This design comes from an exercise in tuning for small area, a short achievable clock period and few clock cycles on the open sky130 flow, not from production work.
The RTL was checked by simulation tests, not by an equivalence proof against the original design.
Power is estimated from default activity; no workload was simulated.

== run A ==
Design wpd_decomp, start of the top module:
module wpd_decomp (
    input  wire        clk,
    input  wire        rst,           
    input  wire        in_valid,
    input  wire [7:0]  in_data,
    output wire        in_ready,
    output wire        out_valid,
    output wire [7:0]  out_data,
    input  wire        out_ready,
    output wire        ctx_valid,
    output wire [31:0] ignored_count,
    output wire [1:0]  err_code
);
Size: roughly 990 cells after synthesis, roughly 130 flip-flops, about 57 I/O pins.
==> flow/config.mk <==
export PLATFORM = sky130hd
export DESIGN_NAME = wpd_decomp
export DESIGN_NICKNAME = wpd_decomp
export VERILOG_FILES = /design/flow/design.v
export SDC_FILE = /design/flow/constraint.sdc
export NUM_CORES = 4
export LEC_CHECK = 0
export CAP_MARGIN = 20
export CORE_MARGIN = 2
export CORE_UTILIZATION = 40
export SLEW_MARGIN = 20
==> flow/constraint.sdc <==
create_clock -name core_clock -period 10.0 [get_ports {clk}]
set_input_delay 2.0000 -clock core_clock [delete_from_list [all_inputs] [get_ports {clk}]]
set_output_delay 2.0000 -clock core_clock [all_outputs]
set_load 0.01 [all_outputs]
standard.sh (not shown) runs the stock make flow with config.mk's settings and CLKGATE_MAP_FILE= SYNTH_SCRIPT=/design/flow/synth_recipe.tcl, a recipe that flattens the netlist after the stock synthesis.
==> flow/flow/run.sh <==
#!/bin/bash
# Standard layout with plain buffers on the ports, a smaller clock tree
# (8x clock buffers on larger sink clusters, no dummy loads), a denser core
# and timing repair aimed below the 10 ns clock period. ORFS writes each
# tool's full output under orfs/logs; make's output goes to standard.log.
set -euo pipefail
bash standard.sh \
  "BUFFER_PORTS_ARGS=-buffer_cell sky130_fd_sc_hd__buf_1" \
  "SETUP_SLACK_MARGIN=7" \
  "ABC_AREA=1" \
  "CORE_UTILIZATION=65" \
  "CTS_ARGS=-sink_clustering_enable -repair_clock_nets -dont_use_dummy_load -buf_list sky130_fd_sc_hd__clkbuf_8 -sink_clustering_size 40 -sink_clustering_max_diameter 80" \
  finish > standard.log 2>&1
Run A reached the end of the flow, and the finished layout is clean on the timing, design-rule and antenna checks.
Testbench counts of run A, summed over its fixed seeds: cycles 89,618.
What run B does differently from run A at the input level:
diff --git a/flow/flow/run.sh b/flow/flow/run.sh
--- a/flow/flow/run.sh
+++ b/flow/flow/run.sh
@@ -8,3 +8,3 @@
   "BUFFER_PORTS_ARGS=-buffer_cell sky130_fd_sc_hd__buf_1" \
-  "SETUP_SLACK_MARGIN=7" \
+  "SETUP_SLACK_MARGIN=6.8" \
   "ABC_AREA=1" \
### Flow results
No stage failed in run B, and the final checks on the layout all came back clean.
Any difference in cell count between run B and run A is small enough to ignore.
Between run B and run A, the average via count per standard cell figures differ only marginally.
There was hardly any difference in register fraction of the total cell area between run B and run A.
In run B relative to run A, wire length had gone down slightly.
Comparing run B against run A, there is no change at all in part of the Yosys area used for sequential elements.
Run B vs. run A: starting density of the core has remained practically unchanged; cell area has decreased; clock power has remained practically unchanged; full die area has remained practically unchanged; minimum setup slack in the final design has decreased.
Run B reports its type of the setup path with the least slack as input pin to register while run A reports register to output pin.
Looking at number of non-clock buffers in the layout across run A and run B, the one that comes out lower is run B.

========
Setup of run 1:
The RTL this note starts from:
==> flow/design.v <==
module wpd_decomp (
    input  wire        clk,
    input  wire        rst,           
    input  wire        in_valid,
    input  wire [7:0]  in_data,
    output wire        in_ready,
    output wire        out_valid,
    output wire [7:0]  out_data,
    input  wire        out_ready,
    output wire        ctx_valid,
    output wire [31:0] ignored_count,
    output wire [1:0]  err_code
);
    localparam [1:0] S_HDR  = 2'd0;
    localparam [1:0] S_PASS = 2'd1;
    localparam [1:0] S_CB   = 2'd2;
    localparam [1:0] S_RUN  = 2'd3;
    reg  [7:0]  b1;         
    reg  [7:0]  b0;         
    reg  [1:0]  nb;         
    reg  [2:0]  o;          
    reg         in_rdy;
    reg  [1:0]  state;
    reg  [2:0]  cnt;        
    reg         is_accel;
    reg  [2:0]  sel;        
    reg  [3:0]  wq;         
    reg  [3:0]  fcnt;       
    reg  [1:0]  phase;      
    reg         drop;       
    reg  [7:0]  dq;         
    reg         dv;         
    reg         drot;       
    reg         duse;       
    reg  [7:0]  w0, w1, w2;
    reg         vld;
    reg         inc_q;      
    reg  [7:0]  ig0, ig1, ig2, ig3;
    reg         c1, c2, c3;
    reg  [1:0]  err;
    reg         ov;         
    reg  [7:0]  ob;
    reg         ov1;        
    reg  [7:0]  ob1;
    wire adv  = !ov1;
    wire go   = adv && (err == 2'd0);
    wire head_free = !ov || out_ready;
    wire in_fire   = in_valid && in_rdy;
    wire        have8 = (nb != 2'd0);
    wire [7:0]  xa    = b1;
    wire [15:0] wsh   = {b1, b0} << o;
    wire [7:0]  x8    = {wsh[15:10], 2'b00};    
    wire [7:0] w_next = (dv && drot) ? w1 : w0;
    reg  [7:0] dn;
    always @* begin
        case (sel)
            3'd0: begin dn = (x8[7:5] == 3'b100)   ? {w_next[7:2] == 6'b100000, 7'd0} : {{5{x8[7]}}, x8[7:5]}; end
            3'd1: begin dn = (x8[7:4] == 4'b1000)  ? {w_next[7:3] == 5'b10000, 7'd0}  : {{4{x8[7]}}, x8[7:4]}; end
            3'd2: begin dn = (x8[7:3] == 5'b10000) ? {w_next[7:4] == 4'b1000, 7'd0}   : {{3{x8[7]}}, x8[7:3]}; end
            3'd3: begin dn = (x8[7:2] == 6'b100000 && w_next[7]) ? 8'h80 : {{2{x8[7]}}, x8[7:2]}; end
            3'd4: begin dn = xa; end
            default: begin dn = 8'h00; end
        endcase
    end
    wire [2:0] cb_sel  = xa[6:4];
    wire       cb_top  = xa[7];
    wire [3:0] cb_fcm1 = xa[3:0];
    wire cb_still = (cb_sel == 3'd5) && cb_top;
    wire cb_lit   = (cb_sel == 3'd4);
    wire cb_bad   = cb_sel[2] && cb_sel != 3'd4 && !cb_still;
    wire cb_drop  = !cb_lit && !vld;
    reg  cb_long;
    always @* begin
        case (cb_sel)
            3'd0: cb_long = 1'b0;
            3'd1: cb_long = cb_fcm1 >= 4'd12;
            3'd2: cb_long = cb_fcm1 >= 4'd9;
            3'd3: cb_long = cb_fcm1 >= 4'd8;
            default: cb_long = !cb_still && cb_fcm1 >= 4'd6;
        endcase
    end
    wire [4:0] tag = xa[4:0];
    reg  [2:0] hlen_m1;
    reg        hvalid;
    always @* begin
        hvalid = 1'b1;
        case (tag)
            5'd0: hlen_m1 = 3'd4;
            5'd1: hlen_m1 = 3'd3;
            5'd2: hlen_m1 = 3'd1;
            5'd3: hlen_m1 = {({1'b0, xa[7]} + {1'b0, xa[6]} + {1'b0, xa[5]}), 1'b0};
            5'd4: hlen_m1 = 3'd2;
            5'd5: hlen_m1 = 3'd1;
            5'd7: hlen_m1 = 3'd2;
            5'd8: hlen_m1 = 3'd1;
            default: begin hlen_m1 = 3'd0; hvalid = 1'b0; end
        endcase
    end
    wire take = (phase != 2'd0);
    wire last = (phase == 2'd3) && (fcnt == 4'd0);
    wire [3:0] ow    = {1'b0, o} + wq;
    wire       rem   = (ow[2:0] != 3'd0);
    wire       haveW = (nb == 2'd2) || (nb == 2'd1 && (!ow[3] || !rem)) || (wq == 4'd0);
    wire       step  = !take || haveW;
    wire       run_t = go && (state == S_RUN) && take && haveW;
    wire       sh1   = go && (state != S_RUN) ? have8 : run_t && (ow[3] || (last && rem));
    wire       sh2   = run_t && last && ow[3] && rem;
    wire [2:0] o_next = (!run_t || last) ? (run_t ? 3'd0 : o) : ow[2:0];
    wire       af0   = (nb == 2'd0) || (nb == 2'd1 && sh1) || sh2;      
    wire       af1   = (nb == 2'd1 && !sh1) || (nb == 2'd2 && sh1 && !sh2);
    wire [1:0] nb_next = af0 ? {1'b0, in_fire} : af1 ? {in_fire, !in_fire} : 2'd2;
    wire       rdy_next = af0 || (af1 && !in_fire);
    reg set_err;
    always @* begin
        set_err = 1'b0;
        if (go && have8) begin
            if (state == S_HDR) set_err = (tag != 5'd6) && !hvalid;
            if (state == S_CB)  set_err = cb_long || cb_bad;
        end
    end
    wire [7:0] a    = duse ? w0 : 8'h00;
    wire [8:0] s    = {a[7], a} + {dq[7], dq};
    wire [7:0] newv = (s[8] && !s[7]) ? 8'h80 : (!s[8] && s[7]) ? 8'h7f : s[7:0];
    wire       push = adv && dv;
    assign in_ready      = in_rdy;
    assign out_valid     = ov;
    assign out_data      = ob;
    assign ctx_valid     = vld;
    assign ignored_count = {ig3, ig2, ig1, ig0};
    assign err_code      = err;
    always @(posedge clk) begin
        if (head_free)
            ob <= ov1 ? ob1 : newv;
        if (!ov1)
            ob1 <= newv;
        if (sh1 ? !af1 : nb == 2'd0)
            b1 <= in_data;
        else if (sh1)
            b1 <= b0;
        if (in_fire)
            b0 <= in_data;    
        if (go) begin
            case (state)
                S_HDR: begin
                    dq       <= xa;
                    drot     <= 1'b0;
                    duse     <= 1'b0;
                    is_accel <= (tag == 5'd1);
                    cnt      <= hlen_m1;
                end
                S_PASS: begin
                    dq   <= xa;
                    drot <= is_accel;
                    duse <= 1'b0;
                    if (have8)
                        cnt <= cnt - 3'd1;
                end
                S_CB: begin
                    dq    <= 8'h01;
                    drot  <= 1'b0;
                    duse  <= 1'b0;
                    sel   <= cb_still ? 3'd5 : cb_sel;
                    wq    <= cb_still ? 4'd0 : cb_sel[2] ? 4'd8 : {1'b0, cb_sel} + 4'd3;
                    fcnt  <= cb_fcm1;
                    drop  <= cb_drop;
                    phase <= 2'd1;
                end
                default: if (step) begin
                    dq   <= take ? dn : 8'h01;
                    drot <= take;
                    duse <= take && (!sel[2] || sel == 3'd5);
                    if (phase == 2'd3) begin
                        phase <= drop ? 2'd1 : 2'd0;
                        fcnt  <= fcnt - 4'd1;
                    end else
                        phase <= phase + 2'd1;
                end
            endcase
        end
    end
    always @(posedge clk) begin
        if (rst) begin
            nb      <= 2'd0;
            o       <= 3'd0;
            in_rdy  <= 1'b0;
            state   <= S_HDR;
            dv      <= 1'b0;
            w0      <= 8'd0;
            w1      <= 8'd0;
            w2      <= 8'd0;
            vld     <= 1'b0;
            inc_q   <= 1'b0;
            ig0     <= 8'd0;
            ig1     <= 8'd0;
            ig2     <= 8'd0;
            ig3     <= 8'd0;
            c1      <= 1'b0;
            c2      <= 1'b0;
            c3      <= 1'b0;
            err     <= 2'd0;
            ov      <= 1'b0;
            ov1     <= 1'b0;
        end else begin
            nb     <= nb_next;
            o      <= o_next;
            in_rdy <= (err == 2'd0) && !set_err && rdy_next;
            ov     <= ov1 || push || !head_free;
            ov1    <= !head_free && (ov1 || push);
            inc_q <= 1'b0;
            ig0 <= ig0 + {7'd0, inc_q};
            ig1 <= ig1 + {7'd0, c1};
            ig2 <= ig2 + {7'd0, c2};
            ig3 <= ig3 + {7'd0, c3};
            c1  <= inc_q && (ig0 == 8'hff);
            c2  <= c1 && (ig1 == 8'hff);
            c3  <= c2 && (ig2 == 8'hff);
            if (push && drot) begin
                w0 <= w1;
                w1 <= w2;
                w2 <= newv;
            end
            if (set_err)
                err <= (state == S_CB && !cb_long) ? 2'd2 : 2'd1;
            if (go) begin
                dv <= 1'b0;
                case (state)
                    S_HDR: if (have8 && hvalid && tag != 5'd6) begin
                        dv <= 1'b1;
                        if (tag == 5'd1)
                            vld <= 1'b1;
                        if (hlen_m1 != 3'd0)
                            state <= S_PASS;
                    end else if (have8 && tag == 5'd6)
                        state <= S_CB;
                    S_PASS: if (have8) begin
                        dv <= 1'b1;
                        if (cnt == 3'd1)
                            state <= S_HDR;
                    end
                    S_CB: if (have8 && !cb_long && !cb_bad) begin
                        if (cb_lit)
                            vld <= 1'b1;
                        inc_q <= cb_drop;
                        dv    <= !cb_drop;
                        state <= (cb_drop && cb_still) ? S_HDR : S_RUN;
                    end
                    default: if (step) begin
                        dv <= !drop;
                        if (last)
                            state <= S_HDR;
                    end
                endcase
            end
        end
    end
endmodule
==> flow/config.mk <==
export PLATFORM = sky130hd
export DESIGN_NAME = wpd_decomp
export DESIGN_NICKNAME = wpd_decomp
export VERILOG_FILES = /design/flow/design.v
export SDC_FILE = /design/flow/constraint.sdc
export NUM_CORES = 4
export LEC_CHECK = 0
export CAP_MARGIN = 20
export CORE_MARGIN = 2
export CORE_UTILIZATION = 40
export SLEW_MARGIN = 20
==> flow/constraint.sdc <==
create_clock -name core_clock -period 10.0 [get_ports {clk}]
set_input_delay 2.0000 -clock core_clock [delete_from_list [all_inputs] [get_ports {clk}]]
set_output_delay 2.0000 -clock core_clock [all_outputs]
set_load 0.01 [all_outputs]
==> flow/flow/run.sh <==
#!/bin/bash
# Standard layout with plain buffers on the ports, a smaller clock tree
# (8x clock buffers on larger sink clusters, no dummy loads), a denser core
# and timing repair aimed below the 10 ns clock period. ORFS writes each
# tool's full output under orfs/logs; make's output goes to standard.log.
set -euo pipefail
bash standard.sh \
  "BUFFER_PORTS_ARGS=-buffer_cell sky130_fd_sc_hd__buf_1" \
  "SETUP_SLACK_MARGIN=7" \
  "ABC_AREA=1" \
  "CORE_UTILIZATION=65" \
  "CTS_ARGS=-sink_clustering_enable -repair_clock_nets -dont_use_dummy_load -buf_list sky130_fd_sc_hd__clkbuf_8 -sink_clustering_size 40 -sink_clustering_max_diameter 80" \
  finish > standard.log 2>&1
The flow did not stop early for run 1: all stages ran, and the layout cleared the timing, design-rule and antenna checks.
Testbench counts of run 1, summed over its fixed seeds: cycles 89,846.
What run 2 does differently from run 1 at the input level:
-- flow/flow/run.sh --
<<< run 1, line 9
  "SETUP_SLACK_MARGIN=7" \
  "ABC_AREA=1" \
  "CORE_UTILIZATION=65" \
>>> run 2, line 9
  "SETUP_SLACK_MARGIN=7" \
  "CORE_UTILIZATION=65" \
Results
Re pin count of the biggest net entering global routing: run 1 and run 2 aren't equal, and the higher value belongs to run 2.
Between run 1 and run 2, later-pin clock latency in the skew report is lower for run 2, run 1 comes in above that.
Going from run 1 to run 2, met2 wirelength from detailed routing grew slightly.
Run 2 vs run 1: count of distinct cell types in the synthesized netlist up by more than half
Run 2 ended up with ig1[2] as its timing startpoint of the critical path; run 1 ended up with ob[3].
Run 1 has higher peak ir drop on the vdd network than run 2.
On post-route standard cell area excluding fillers, run 1 beats run 2.
Run 2 vs run 1: non-clock buffer count up
Comparing run 1 and run 2, the lower part of the power in combinational logic is on run 2.
Changes observed in run 2 relative to run 1: utilization increased by 1.2 points relative to the old numbers, maximum achievable frequency increased by about 0.46% relative to the old numbers, hold slack decreased by 0.0046 ns relative to the old numbers.
Setup changes, run 2 to run 3
-- flow/flow/run.sh --
<<< run 2, line 8
  "BUFFER_PORTS_ARGS=-buffer_cell sky130_fd_sc_hd__buf_1" \
  "SETUP_SLACK_MARGIN=7" \
  "CORE_UTILIZATION=65" \
>>> run 3, line 8
  "BUFFER_PORTS_ARGS=-buffer_cell sky130_fd_sc_hd__buf_1" \
  "SETUP_SLACK_MARGIN=6.8" \
  "ABC_AREA=1" \
  "CORE_UTILIZATION=65" \
==> run summary <==
[compare] base=run 2 new=run 3: worst hold margin now larger, register share of the cell area now larger, share of final-layout standard cells stronger than drive strength 1 now smaller.
The following lists how run 4 was set up differently from run 3:
-- flow/flow/run.sh --
<<< run 3, line 8
  "BUFFER_PORTS_ARGS=-buffer_cell sky130_fd_sc_hd__buf_1" \
  "SETUP_SLACK_MARGIN=6.8" \
  "ABC_AREA=1" \
>>> run 4, line 8
  "BUFFER_PORTS_ARGS=-buffer_cell sky130_fd_sc_hd__buf_1" \
  "SETUP_SLACK_MARGIN=6.5" \
  "ABC_AREA=1" \
Notes after the runs:
| sequential share of power | run 3 vs run 4 | ≈ equal |
Between run 4 and run 3, the difference in average via count per standard cell is negligible.
Of the two candidates, run 3 has the better maximum frequency and run 4 the worse one.
Diff run 4..run 3 | total instance count after detailed placement | unchanged
Run 4 and run 3 ended up with roughly the same cell-internal power.
Share of total power in combinational logic across run 4 and run 3: no real change.
Final worst-path cycle share was lower in the run labelled run 3.
Total power of the final layout: run 4 vs run 3, no meaningful difference
Relative to run 3, run 4 improves global-route wire length before repair.
As far as design area is concerned, run 3 and run 4 perform about the same.
On utilization, run 4 and run 3 are basically level.

[afterwards: timing with drivers on the ports]
No port has a modelled driver above. Below, the same layouts with a new extraction and two added sets of constraints.
Step 1 sets driving cells, clkbuf_16 on the clock port and buf_2 on the other inputs (assumed; they add their load-dependent delay and slew).
Step 2 adds t to the input delays and takes it off the output delays; t is the mean of the earliest and latest rising clock arrival at the registers after step 1. Input paths then give back, and output paths get back, about the clock's delay inside the block.
Slacks: ideal ports / drivers / drivers and shift; pairs: ideal ports / drivers.
| run | t, ns | slack for setup (ns) | worst hold slack (ns) | worst data-port slew with drivers (ns) | cell pins on the clock port's net |
|---|---|---|---|---|---|
| run A | 0.478 | 7.025 / 6.990 / 6.648 | 0.456 / 0.456 / 0.456 | 0.03 | 1 |
| run B | 0.473 | 6.878 / 6.892 / 6.419 | 0.460 / 0.460 / 0.460 | 0.03 | 1 |
| run 1 | 0.482 | 7.027 / 6.991 / 6.582 | 0.458 / 0.458 / 0.458 | 0.03 | 1 |
| run 2 | 0.473 | 7.041 / 7.002 / 6.684 | 0.454 / 0.454 / 0.454 | 0.03 | 1 |
| run 3 | 0.478 | 6.963 / 6.927 / 6.691 | 0.457 / 0.457 / 0.457 | 0.03 | 1 |
| run 4 | 0.475 | 6.715 / 6.725 / 6.251 | 0.453 / 0.453 / 0.453 | 0.03 | 1 |
After both steps setup and hold are still met in every run listed. For run 4, which loses most, drivers alone change the setup slack by +0.010 ns; drivers and shift together by -0.464 ns.
